This design comes from an exercise in tuning for small area on the open sky130 flow, not from production work. Function was checked by simulation only, so behaviour that the tests miss may differ from the original. No activity file was given, so power comes from the tool's default toggle rates.

Design cp_slot_engine, start of the top module:
module cp_slot_engine (
    input  wire        clk,
    input  wire        rst,
    input  wire [3:0]  dip,
    input  wire        res_ok,
    input  wire        tick,
    input  wire        sample,
    input  wire        btn_check,
    input  wire        btn_write,
    input  wire        fa_rsp,
    input  wire [2:0]  fa_status,
    input  wire        fa_flag,
    input  wire [31:0] fa_size,
    input  wire [3:0]  st_idx,
    output wire [3:0]  mux_addr,
    output wire [15:0] led,
    output wire        fa_req,
    output wire [2:0]  fa_cmd,
    output wire [3:0]  fa_speed,
    output wire        arch_req,
    output wire        busy,
    output wire        ready,
    output wire        gerr,
    output wire        fatal,
    output wire [2:0]  run_err,
    output wire [2:0]  fatal_code,
    output wire [1:0]  evt,
    output wire [8:0]  st_data
);
For scale: ~200 flip-flops, roughly 0.0097 mm² of cells after synthesis.
export LEC_CHECK = 0
export CAP_MARGIN = 0
export CORE_MARGIN = 2
export CORE_UTILIZATION = 65
export CTS_BUF_LIST = sky130_fd_sc_hd__clkbuf_8
export CTS_CLUSTER_DIAMETER = 60
export CTS_CLUSTER_SIZE = 24
export SLEW_MARGIN = 0
create_clock -name core_clock -period 10.0 [get_ports {clk}]
standard.sh (not shown) runs the stock make flow with config.mk's settings and CLKGATE_MAP_FILE= SYNTH_SCRIPT=/design/flow/synth_recipe.tcl, a recipe that flattens the netlist after the stock synthesis.
==> flow/flow/run.sh <==
#!/bin/bash
set -euo pipefail
here=$PWD
cat flow/abc_override.tcl synth_recipe.tcl > "$here/area_synth.tcl"
export FLOW_ABC_SCRIPT="$here/flow/abc_area.script"
bash standard.sh SYNTH_SCRIPT="$here/area_synth.tcl" \
  BUFFER_PORTS_ARGS="-buffer_cell sky130_fd_sc_hd__buf_1" finish > standard.log 2>&1
==> flow/flow/abc_area.script <==
&get -n
&st
&dch
&nf -a
&put
mfs2 -W 8
strash
&get -n
&dch -f
&nf -a -R 1000
&put
mfs2 -W 8
strash
&get -n
&dch -f
&nf -a -R 1000
&put
==> flow/flow/abc_override.tcl <==
# Prepended to synth_recipe.tcl: every abc call runs the area script next to
# this file instead of ORFS's speed script. Registers are untouched.
proc abc {args} {
  set i [lsearch -exact $args -script]
  if {$i >= 0} { set args [lreplace $args [expr {$i+1}] [expr {$i+1}] $::env(FLOW_ABC_SCRIPT)] }
  yosys abc {*}$args
}
Rerun with:
--- a/flow/flow/run.sh
+++ b/flow/flow/run.sh
@@ -6,2 +6,3 @@
 bash standard.sh SYNTH_SCRIPT="$here/area_synth.tcl" \
-  BUFFER_PORTS_ARGS="-buffer_cell sky130_fd_sc_hd__buf_1" finish > standard.log 2>&1
+  BUFFER_PORTS_ARGS="-buffer_cell sky130_fd_sc_hd__buf_1" \
+  CTS_ARGS="-sink_clustering_enable -repair_clock_nets -buf_list sky130_fd_sc_hd__clkbuf_8 -dont_use_dummy_load" finish > standard.log 2>&1
Settings changed: CAP_MARGIN 0 to 20, CORE_UTILIZATION 65 to 40, CTS_CLUSTER_DIAMETER 60 to unset, CTS_CLUSTER_SIZE 24 to unset, GPL_TIMING_DRIVEN set to 0, SLEW_MARGIN 0 to 20.
Effect: The changed run went through all stages and came out clean; routed wire length is lower by 5.1%; synthesized cell count is unchanged; core utilization fell by 29 points; die area grows by 60%; first-iteration DRC count came out lower by about 27%.
Rerun with:
==> flow/flow/run.sh (replaced) <==
#!/bin/bash
set -euo pipefail
here=$PWD
cat flow/abc_override.tcl synth_recipe.tcl > "$here/area_synth.tcl"
export FLOW_ABC_SCRIPT="$here/flow/abc_area.script"
bash standard.sh SYNTH_SCRIPT="$here/area_synth.tcl" \
  BUFFER_PORTS_ARGS="-buffer_cell sky130_fd_sc_hd__buf_1" finish > standard.log 2>&1
The changed run completed with no timing, DRC or antenna violations.
Total power rose by a little under a tenth.
Routed wire length climbs slightly.
Global-route usage is about the same.
Count of clock-buffer cells in the layout is unchanged.
Core utilization went up by 0.78 points.
Fmax grows slightly.
Sequential cell count does not change.
Via count grows slightly.
Worst hold slack hardly moves.
Setup slack is better by 33 ps.
Rerun with:
Settings changed: CAP_MARGIN 20 to 0, CORE_UTILIZATION 40 to 65, GPL_TIMING_DRIVEN 0 to unset, SLEW_MARGIN 20 to 0.
Outcome: Cell area came out lower by 3.0%; via count came out higher by 5.0%; wire length came out higher by 5.0%; register-to-register slack is better by 140 ps; utilization came out higher by 28 points; clock skew is about the same; clock power came out lower by about 2%; critical path depth came out lower by 1; worst setup slack is better by 25 ps; power hardly moves.

-- separate check: timing with driven ports --
The results above use ideal ports. As a check the final layouts listed here were re-extracted and re-timed, cells and wires unchanged.
Step 1, drivers: a clkbuf_16 drives clk and a buf_2 each remaining input, both assumed.
Step 2 adds t to the input delays and takes it off the output delays; t is the mean of the earliest and latest rising clock arrival at the registers after step 1. Input paths then give back, and output paths get back, about the clock's delay inside the block.
a / b / c = ideal / step 1 / step 2; a / b = the first two.
run	shift t [ns]	setup slack, ns	hold WS [ns]	worst setup path after step 2	pins driven straight from the clock port
the first run	0.533	3.554 / 3.521 / 3.521	0.530 / 0.530 / 0.530	input to output	1
the second run	0.502	3.497 / 3.474 / 3.474	0.517 / 0.517 / 0.517	input to output	1
the third run	0.523	3.529 / 3.504 / 3.504	0.520 / 0.520 / 0.520	input to output	1
the fourth run	0.533	3.554 / 3.521 / 3.521	0.530 / 0.530 / 0.530	input to output	1
After both steps setup and hold are still met in every run listed.
